This is an optimization exercise on Yosys and OpenROAD, whose aim is small area and few clock cycles, not a production implementation.
In this exercise RTL edits were held to simulation tests only and were not proved equivalent to the original.
Power is estimated from default activity; no workload was simulated.

==> sierra: inputs <==
==> flow/design.v <==
module crc_ccitt_table (
    input  wire [7:0]  idx,
    output wire [15:0] val
);
    wire [7:0] t = idx ^ {4'd0, idx[7:4]};
    assign val = {t[3:0], 12'd0} ^ {3'd0, t, 5'd0} ^ {8'd0, t};
endmodule
module crc_ccitt_byte (
    input  wire [15:0] crc_in,
    input  wire [7:0]  data,
    output wire [15:0] crc_out
);
    wire [7:0] x = crc_in[15:8] ^ data;
    wire [7:0] t = x ^ {4'd0, x[7:4]};
    assign crc_out = {crc_in[7:0], 8'h00} ^ {t[3:0], 12'd0} ^ {3'd0, t, 5'd0} ^ {8'd0, t};
endmodule
module frame_builder (
    input  wire       clk,
    input  wire       rst,
    input  wire       bld_start,
    input  wire       bld_seq,
    input  wire [9:0] bld_size,
    output wire       bld_ready,
    input  wire       src_valid,
    input  wire [7:0] src_data,
    output wire       src_ready,
    output wire       tx_valid,
    output reg  [7:0] tx_data,
    output wire       tx_last,
    input  wire       tx_ready
);
    localparam [7:0] SOF = 8'h01;
    reg  [9:0] idx;
    reg        seq;
    reg  [9:0] rem;
    reg [15:0] crc;
    wire        idle       = (idx == 10'd0);
    wire        in_header  = (idx[9:2] == 8'd0);
    wire        in_payload = !in_header && (rem != 10'd0);
    wire        is_crc     = (idx == 10'd1023);
    wire        fire       = tx_valid && tx_ready;
    wire [15:0] crc_next;
    always @(*) begin
        if (in_header) begin
            case (idx[1:0])
                2'd0:    tx_data = SOF;
                2'd1:    tx_data = {7'd0, seq};
                2'd2:    tx_data = rem[7:0];
                default: tx_data = {6'd0, rem[9:8]};
            endcase
        end else if (in_payload)
            tx_data = src_data;
        else if (is_crc)
            tx_data = crc[15:8] ^ crc[7:0];
        else
            tx_data = 8'h00;
    end
    assign bld_ready = idle && tx_ready;
    assign tx_valid  = idle ? bld_start : (in_payload ? src_valid : 1'b1);
    assign src_ready = in_payload && tx_ready;
    assign tx_last   = is_crc;
    crc_ccitt_byte u_crc (
        .crc_in  (crc),
        .data    (tx_data),
        .crc_out (crc_next)
    );
    always @(posedge clk) begin
        if (rst)
            idx <= 10'd0;
        else if (fire)
            idx <= idx + 10'd1;
    end
    always @(posedge clk) begin
        if (idle) begin
            seq <= bld_seq;
            rem <= bld_size;
            crc <= 16'h1021;               
        end else if (fire) begin
            crc <= crc_next;
            if (in_payload)
                rem <= rem - 10'd1;
        end
    end
endmodule
module frame_receiver (
    input  wire        clk,
    input  wire        rst,
    input  wire        rx_valid,
    input  wire [7:0]  rx_data,
    input  wire        rx_clear,
    output wire        ctl_valid,
    output wire [1:0]  ctl_code,
    output wire        pay_valid,
    output wire [7:0]  pay_data,
    output wire        frm_valid,
    output wire        frm_ok,
    output wire        frm_seq,
    output wire [15:0] frm_size
);
    localparam [7:0] SOF = 8'h01;
    localparam [9:0] IDLE = 10'd1020;
    localparam [9:0] LAST = 10'd1019;
    reg  [9:0] pos;
    reg        seq;
    reg [15:0] size;
    reg [15:0] crc;
    wire        take    = rx_valid && !rx_clear;
    wire        idle    = (pos == IDLE);
    wire        is_last = (pos == LAST);
    wire        in_data = (pos < LAST);
    wire [15:0] crc_next;
    crc_ccitt_byte u_crc (
        .crc_in  (crc),
        .data    (rx_data),
        .crc_out (crc_next)
    );
    assign ctl_valid = take && idle && (rx_data[7:2] == 6'b000001);
    assign ctl_code  = rx_data[1:0];
    assign pay_valid = take && in_data && ({6'd0, pos} < size);
    assign pay_data  = rx_data;
    assign frm_valid = take && is_last;
    assign frm_ok    = ((crc[15:8] ^ crc[7:0]) == rx_data);
    assign frm_seq   = seq;
    assign frm_size  = size;
    always @(posedge clk) begin
        if (rst || rx_clear)
            pos <= IDLE;
        else if (take && (!idle || rx_data == SOF))
            pos <= pos + 10'd1;
    end
    always @(posedge clk) begin
        if (pos == 10'd1021)
            seq <= rx_data[0];
        if (pos == 10'd1022)
            size[7:0] <= rx_data;
        if (pos == 10'd1023)
            size[15:8] <= rx_data;
        if (idle)
            crc <= 16'h1021;               
        else if (take)
            crc <= crc_next;
    end
endmodule
module frame_codec (
    input  wire        clk,
    input  wire        rst,
    input  wire        bld_start,
    input  wire        bld_seq,
    input  wire [9:0]  bld_size,
    output wire        bld_ready,
    input  wire        src_valid,
    input  wire [7:0]  src_data,
    output wire        src_ready,
    output wire        tx_valid,
    output wire [7:0]  tx_data,
    output wire        tx_last,
    input  wire        tx_ready,
    input  wire        rx_valid,
    input  wire [7:0]  rx_data,
    input  wire        rx_clear,
    output wire        ctl_valid,
    output wire [1:0]  ctl_code,
    output wire        pay_valid,
    output wire [7:0]  pay_data,
    output wire        frm_valid,
    output wire        frm_ok,
    output wire        frm_seq,
    output wire [15:0] frm_size
);
    frame_builder u_builder (
        .clk       (clk),
        .rst       (rst),
        .bld_start (bld_start),
        .bld_seq   (bld_seq),
        .bld_size  (bld_size),
        .bld_ready (bld_ready),
        .src_valid (src_valid),
        .src_data  (src_data),
        .src_ready (src_ready),
        .tx_valid  (tx_valid),
        .tx_data   (tx_data),
        .tx_last   (tx_last),
        .tx_ready  (tx_ready)
    );
    frame_receiver u_receiver (
        .clk       (clk),
        .rst       (rst),
        .rx_valid  (rx_valid),
        .rx_data   (rx_data),
        .rx_clear  (rx_clear),
        .ctl_valid (ctl_valid),
        .ctl_code  (ctl_code),
        .pay_valid (pay_valid),
        .pay_data  (pay_data),
        .frm_valid (frm_valid),
        .frm_ok    (frm_ok),
        .frm_seq   (frm_seq),
        .frm_size  (frm_size)
    );
endmodule
==> flow/run.sh <==
#!/bin/bash
# synth_recipe.tcl (not shown) runs the flow's synth.tcl, then flattens the netlist and writes it again
# the make line also repeats each setting of config.mk as NAME=value (left out here)
make -C /OpenROAD-flow-scripts/flow DESIGN_CONFIG=/design/flow/config.mk WORK_HOME=/design/flow/orfs CLKGATE_MAP_FILE= SYNTH_SCRIPT=/design/flow/synth_recipe.tcl finish
==> flow/config.mk <==
export PLATFORM = sky130hd
export DESIGN_NAME = frame_codec
export DESIGN_NICKNAME = frame_codec
export VERILOG_FILES = /design/flow/design.v
export SDC_FILE = /design/flow/constraint.sdc
export NUM_CORES = 4
export LEC_CHECK = 0
export CAP_MARGIN = 20
export CORE_MARGIN = 2
export CORE_UTILIZATION = 40
export SLEW_MARGIN = 20
==> flow/constraint.sdc <==
create_clock -name core_clock -period 10.0 [get_ports {clk}]
set_input_delay 2.0000 -clock core_clock [delete_from_list [all_inputs] [get_ports {clk}]]
set_output_delay 2.0000 -clock core_clock [all_outputs]
set_load 0.01 [all_outputs]
==> inputs of nickel, as changes to sierra <==
==> flow/design.v, changed modules only <==
module crc_ccitt_byte (
    input  wire [15:0] crc_in,
    input  wire [7:0]  data,
    output wire [15:0] crc_out,
    output wire [7:0]  x
);
    wire [7:0] t;
    assign x = crc_in[15:8] ^ data;
    assign t = x ^ {4'd0, x[7:4]};
    assign crc_out = {crc_in[7:0], 8'h00} ^ {t[3:0], 12'd0} ^ {3'd0, t, 5'd0} ^ {8'd0, t};
endmodule
module frame_builder (
    input  wire       clk,
    input  wire       rst,
    input  wire       bld_start,
    input  wire       bld_seq,
    input  wire [9:0] bld_size,
    output wire       bld_ready,
    input  wire       src_valid,
    input  wire [7:0] src_data,
    output wire       src_ready,
    output wire       tx_valid,
    output reg  [7:0] tx_data,
    output wire       tx_last,
    input  wire       tx_ready
);
    localparam [7:0] SOF = 8'h01;
    reg  [9:0] pos;
    reg  [9:0] rem;
    reg [15:0] crc;
    wire        low_zero   = (pos[8:0] == 9'd0);
    wire  [9:0] pos_next   = {pos[8:0], pos[9] ^ pos[6] ^ low_zero};
    wire        idle       = low_zero && !pos[9];
    wire        is_crc     = low_zero && pos[9];
    wire        is_seq     = (pos == 10'h001);
    wire        is_size_lo = (pos == 10'h002);
    wire        is_size_hi = (pos == 10'h004);
    wire        in_header  = idle || is_seq || is_size_lo || is_size_hi;
    wire        in_payload = !in_header && (rem != 10'd0);
    wire        fire       = tx_valid && tx_ready;
    wire [15:0] crc_next;
    localparam [15:0] CRC_SEQ0 = 16'h3331;
    localparam [15:0] CRC_SEQ1 = 16'h2310;
    always @(*) begin
        if (idle)
            tx_data = SOF;
        else if (is_seq)
            tx_data = {7'd0, ~crc[0]};
        else if (is_size_lo)
            tx_data = rem[7:0];
        else if (is_size_hi)
            tx_data = {6'd0, rem[9:8]};
        else if (in_payload)
            tx_data = src_data;
        else if (is_crc)
            tx_data = crc[15:8] ^ crc[7:0];
        else
            tx_data = 8'h00;
    end
    assign bld_ready = idle && tx_ready;
    assign tx_valid  = idle ? bld_start : (in_payload ? src_valid : 1'b1);
    assign src_ready = in_payload && tx_ready;
    assign tx_last   = is_crc;
    crc_ccitt_byte u_crc (
        .crc_in  (crc),
        .data    (tx_data),
        .crc_out (crc_next),
        .x       ()
    );
    always @(posedge clk) begin
        if (rst)
            pos <= 10'd0;
        else if (fire)
            pos <= pos_next;
    end
    always @(posedge clk) begin
        if (idle) begin
            rem <= bld_size;
            crc <= bld_seq ? CRC_SEQ1 : CRC_SEQ0;
        end else if (fire) begin
            if (!is_seq)
                crc <= crc_next;
            if (in_payload)
                rem <= rem - 10'd1;
        end
    end
endmodule
module frame_receiver (
    input  wire        clk,
    input  wire        rst,
    input  wire        rx_valid,
    input  wire [7:0]  rx_data,
    input  wire        rx_clear,
    output wire        ctl_valid,
    output wire [1:0]  ctl_code,
    output wire        pay_valid,
    output wire [7:0]  pay_data,
    output wire        frm_valid,
    output wire        frm_ok,
    output wire        frm_seq,
    output wire [15:0] frm_size
);
    localparam [7:0] SOF = 8'h01;
    localparam [9:0] IDLE = 10'd1020;
    localparam [9:0] LAST = 10'd1019;
    reg  [9:0] pos;
    reg        seq;
    reg [15:0] size;
    reg [15:0] crc;
    wire        take    = rx_valid && !rx_clear;
    wire        idle    = (pos == IDLE);
    wire        is_last = (pos == LAST);
    wire        in_data = (pos < LAST);
    wire [15:0] crc_next;
    wire  [7:0] crc_x;           
    crc_ccitt_byte u_crc (
        .crc_in  (crc),
        .data    (rx_data),
        .crc_out (crc_next),
        .x       (crc_x)
    );
    assign ctl_valid = take && idle && (rx_data[7:2] == 6'b000001);
    assign ctl_code  = rx_data[1:0];
    assign pay_valid = take && in_data && ({6'd0, pos} < size);
    assign pay_data  = rx_data;
    assign frm_valid = take && is_last;
    assign frm_ok    = (crc_x == crc[7:0]);    
    assign frm_seq   = seq;
    assign frm_size  = size;
    always @(posedge clk) begin
        if (rst || rx_clear)
            pos <= IDLE;
        else if (take && (!idle || rx_data == SOF))
            pos <= pos + 10'd1;
    end
    always @(posedge clk) begin
        if (pos == 10'd1021)
            seq <= rx_data[0];
        if (pos == 10'd1022)
            size[7:0] <= rx_data;
        if (pos == 10'd1023)
            size[15:8] <= rx_data;
        if (idle)
            crc <= 16'h1021;               
        else if (take)
            crc <= crc_next;
    end
endmodule
==> flow/flow/run.sh (new file) <==
#!/bin/bash
# Layout: the standard flow (standard.sh: ORFS synthesis, floorplan, power grid,
# placement, CTS, routing) with three changes:
#  - synthesis maps the logic with an area-oriented ABC script (flow/synth.tcl, flow/area.abc);
#  - ports are buffered with the smallest buffer, buf_1;
#  - the clock tree is built from clkbuf_8 cells, without dummy loads.
# make's output goes to make.log here; ORFS's per-step logs stay under orfs/logs.
set -euo pipefail
cd "$(dirname "$0")/.."
W=$PWD
export AREA_ABC_SCRIPT=$W/flow/area.abc
bash standard.sh \
  "SYNTH_SCRIPT=$W/flow/synth.tcl" \
  "AREA_ABC_SCRIPT=$W/flow/area.abc" \
  "BUFFER_PORTS_ARGS=-buffer_cell sky130_fd_sc_hd__buf_1" \
  "CTS_ARGS=-sink_clustering_enable -repair_clock_nets -dont_use_dummy_load -buf_list sky130_fd_sc_hd__clkbuf_8" \
  finish > make.log 2>&1
==> flow/flow/area.abc (new file) <==
strash
dch -f
amap
&get -n
&st
&dch -f
&nf -R 1000
&put
==> flow/flow/synth.tcl (new file) <==
# The standard synthesis (synth_recipe.tcl: ORFS synth.tcl without fsm and share, then
# flattened and renamed) with one change: the final ABC technology mapping runs the
# area-oriented script named by AREA_ABC_SCRIPT instead of ORFS's speed script. Registers are
# mapped before ABC runs, so they are the standard synthesis's.
proc synth {args} { yosys synth -nofsm -noshare {*}$args }
proc abc {args} {
  set i [lsearch -exact $args -script]
  if {$i >= 0} { lset args [expr {$i + 1}] $::env(AREA_ABC_SCRIPT) }
  yosys abc {*}$args
}
source $::env(SCRIPTS_DIR)/synth.tcl
# left out here: clear keep_hierarchy, flatten, clean up, hide names made inside functions, write 1_2_yosys.v
==> flow/standard.sh (new file) <==
#!/bin/bash
# synth_recipe.tcl (not shown) runs the flow's synth.tcl, then flattens the netlist and writes it again
# the make line also repeats each setting of config.mk as NAME=value (left out here)
make -C /OpenROAD-flow-scripts/flow DESIGN_CONFIG=/design/flow/config.mk WORK_HOME=/design/flow/orfs CLKGATE_MAP_FILE= SYNTH_SCRIPT=/design/flow/synth_recipe.tcl "${@:-finish}"
removed: flow/run.sh
==> notes <==
- In sierra the wire length is larger than in nickel, by 20%.
- In nickel the register-to-register slack is worse than in sierra, by 0.65 ns.
- Of sierra and nickel, sierra has the higher area after synthesis (gap about 12%, measured against nickel).
- Between sierra and nickel, the lower combinational power is in sierra (gap about 80%, measured against nickel).
- Utilization: sierra is higher than nickel (4.6 points).
- Of sierra and nickel, sierra has the higher sequential cell count (gap 1).
- In sierra the sequential share of layout area is lower than in nickel, by 10 points.
- Between nickel and sierra, the lower global-route usage is in nickel (gap 1.2 points).
- Count of clock-buffer cells in the layout is the same in sierra and nickel.
- In sierra the final cell count is higher than in nickel, by about 13%.
- Of nickel and sierra, nickel has the higher total power (gap 80%, measured against sierra).
Testbench counts of sierra, summed over its fixed seeds: cycles 60,416.
Testbench counts of nickel, summed over its fixed seeds: cycles 60,416.

[separate check: timing with driven ports]
The flow's constraints put no driver on any port. The routed layouts listed below were extracted and timed again, unchanged, in two steps.
Step 1: set_driving_cell puts a clkbuf_16 on clk and a buf_2 on each other input, an assumption about the parent block.
Step 2 also shifts input and output timing later by t, the mid clock arrival at the registers, as if the neighbouring blocks saw the same clock.
Three values: ideal, step 1, step 2; two values: the first two.
| run | shift t [ns] | setup slack, ns | slew at the worst register clock pin (ns) | worst data-port slew with drivers (ns) | cell pins on the clock port's net |
|---|---|---|---|---|---|
| sierra | 0.372 | 3.284 / 3.262 / 3.262 | 0.07 / 0.07 | 0.04 | 1 |
| nickel | 0.372 | 4.510 / 4.477 / 4.718 | 0.09 / 0.09 | 0.04 | 1 |
After both steps every run listed still meets setup and hold. The setup slack of sierra, which loses most, moves by -0.022 ns with the drivers and by -0.022 ns with both steps.
